From an optimization exercise on the open Yosys and OpenROAD flow, aimed at small area and few clock cycles; shortcuts taken in it are not production practice.
Function was checked by simulation only, so behaviour that the tests miss may differ from the original.
No activity file was given, so power comes from the tool's default toggle rates.

==> flow/design.v (excerpt) <==
module jnge_engine (
    input  wire         clk,
    input  wire         rst,
    input  wire [3:0]   rx_valid,
    output wire [3:0]   rx_ready,
    input  wire [31:0]  rx_data,
    output wire [3:0]   tx_valid,
    input  wire [3:0]   tx_ready,
    output wire [31:0]  tx_data,
    output wire [3:0]   tx_last,
    input  wire [3:0]   ch_clear,
    input  wire         h_valid,
    input  wire [2:0]   h_op,
    input  wire [15:0]  h_wdata,
    output wire [49:0]  h_rdata,
    output wire [3:0]   diag_valid,
    output wire [7:0]   diag_kind,
    output wire [255:0] diag_frame
);
==> flow/config.mk <==
export PLATFORM = sky130hd
export DESIGN_NAME = jnge_engine
export DESIGN_NICKNAME = jnge_engine
export VERILOG_FILES = /design/flow/design.v
export SDC_FILE = /design/flow/constraint.sdc
export NUM_CORES = 4
export LEC_CHECK = 0
export ABC_AREA = 1
export CAP_MARGIN = 20
export CORE_MARGIN = 2
export CORE_UTILIZATION = 40
export SLEW_MARGIN = 20
==> flow/constraint.sdc <==
create_clock -name core_clock -period 10.0 [get_ports {clk}]
set_input_delay 2.0000 -clock core_clock [delete_from_list [all_inputs] [get_ports {clk}]]
set_output_delay 2.0000 -clock core_clock [all_outputs]
set_load 0.01 [all_outputs]
standard.sh (not shown) runs the stock make flow with config.mk's settings and CLKGATE_MAP_FILE= SYNTH_SCRIPT=/design/flow/synth_recipe.tcl, a recipe that flattens the netlist after the stock synthesis.
==> flow/flow/run.sh <==
#!/bin/bash
# Layout flow: the standard synthesis, then the combinational logic is
# re-mapped with a stronger ABC area script (registers untouched: same
# instance names and cell types), then the standard ORFS flow from
# floorplan to finish. Port buffers use the smallest buffer cell; the clock
# tree uses small clock buffers in small clusters, without dummy loads.
set -euo pipefail
WORK=$(pwd)
FLOWDIR=$WORK/flow
R=$WORK/orfs/results/$FLOW_PLATFORM/jnge_engine/base
LIB=$FLOW_HOME/platforms/$FLOW_PLATFORM/lib/sky130_fd_sc_hd__tt_025C_1v80.lib

# 1. standard synthesis
bash standard.sh synth > $WORK/synth_std.log 2>&1
cp $R/1_2_yosys.v $WORK/1_2_yosys_std.v

# 2. re-map the combinational logic
export RS_LIB=$LIB RS_TOP=$FLOW_TOP RS_DIR=$WORK RS_SCRIPT=$FLOWDIR/area.abc
export RS_IN=$WORK/1_2_yosys_std.v RS_OUT=$WORK/1_2_yosys_rs.v
export RS_DONT_USE="$(sed -n '/DONT_USE_CELLS += /,/^#/p' $FLOW_HOME/platforms/$FLOW_PLATFORM/config.mk | grep -o 'sky130_fd_sc_hd__[a-z0-9_]*' | tr '\n' ' ')"
ok=0
if yosys -c $FLOWDIR/resynth.tcl > $WORK/resynth.log 2>&1; then
    # the registers must be exactly the standard synthesis's
    regs() { grep -E '^\s*sky130_fd_sc_hd__[a-z]*df[a-z0-9_]* ' "$1" | sed 's/($//' | awk '{print $1, $2}' | sort; }
    regs $RS_IN > $WORK/regs_std.txt
    regs $RS_OUT > $WORK/regs_rs.txt
    if cmp -s $WORK/regs_std.txt $WORK/regs_rs.txt && [ -s $WORK/regs_std.txt ]; then
        ok=1
    fi
fi
echo "resynthesis used: $ok" | tee $WORK/resynth_used.txt
if [ $ok = 1 ]; then
    cp $RS_OUT $R/1_2_yosys.v
    rm -f $R/1_synth.odb $R/1_synth.sdc
fi

# 3. the rest of the standard flow
bash standard.sh "BUFFER_PORTS_ARGS=-buffer_cell sky130_fd_sc_hd__buf_1" \
    "CTS_ARGS=-sink_clustering_enable -repair_clock_nets -dont_use_dummy_load -buf_list sky130_fd_sc_hd__clkbuf_4 -sink_clustering_size 8 -sink_clustering_max_diameter 40" \
    finish > $WORK/finish.log 2>&1
==> flow/flow/area.abc <==
strash
 dch -f
 amap
 mfs2
 strash
 dch -f
 amap
 mfs2
 strash
 dch -f
 amap
 mfs2
 strash
 dch -f
 amap
 mfs2
 strash
 dch -f
 amap
 mfs2
 strash
 dch -f
 amap
 mfs2
 strash
 dch -f
 amap
 mfs2
 strash
 dch -f
 amap
 topo
Other scripts of this flow, unchanged in this note and not shown: flow/flow/resynth.tcl
Testbench counts at the start, summed over its fixed seeds: cycles 84,410.
==> next run, changes <==
==> flow/flow/area.abc (replaced) <==
strash
 dch -f
 amap
 mfs2
 strash
 dch -f
 amap
 mfs2
 strash
 dch -f
 amap
 mfs2
 strash
 dch -f
 amap
 topo
Result: Area after synthesis goes up by 1.8%; global-route usage goes down by 0.60 points; total power hardly moves; sequential power is about the same; core utilization goes down by 0.13 points; sequential cell count does not change; setup slack gets worse by 150 ps; register-to-register slack gets better by 50 ps; non-clock buffer count goes down by 5.

## static timing again, ports no longer ideal
The results above use ideal ports. As a check the final layouts listed here were re-extracted and re-timed, cells and wires unchanged.
Step 1 (the two cells are an assumption about what drives the block):
set clk [get_ports {clk}]
set_driving_cell -lib_cell sky130_fd_sc_hd__clkbuf_16 $clk
set_driving_cell -lib_cell sky130_fd_sc_hd__buf_2 [delete_from_list [all_inputs] $clk]
Step 2 times the ports against the registers' clock, not the clock port: input delays grow and output delays shrink by t, the midpoint of the rising clock arrivals with the driver on.
Three values: ideal ports, drivers, drivers and shift; two values: the first two.
| run | shift t [ns] | slack for setup (ns) | hold WS [ns] | latest minus earliest clock arrival (ns) | worst register clock-pin slew, ns |
|---|---|---|---|---|---|
| the first run | 0.930 | 2.235 / 2.169 / 3.002 | 0.479 / 0.479 / 0.479 | 0.227 / 0.227 | 0.11 / 0.11 |
| the second run | 0.949 | 2.082 / 2.014 / 2.962 | 0.465 / 0.465 / 0.465 | 0.219 / 0.219 | 0.10 / 0.10 |
After both steps setup and hold are still met in every run listed.
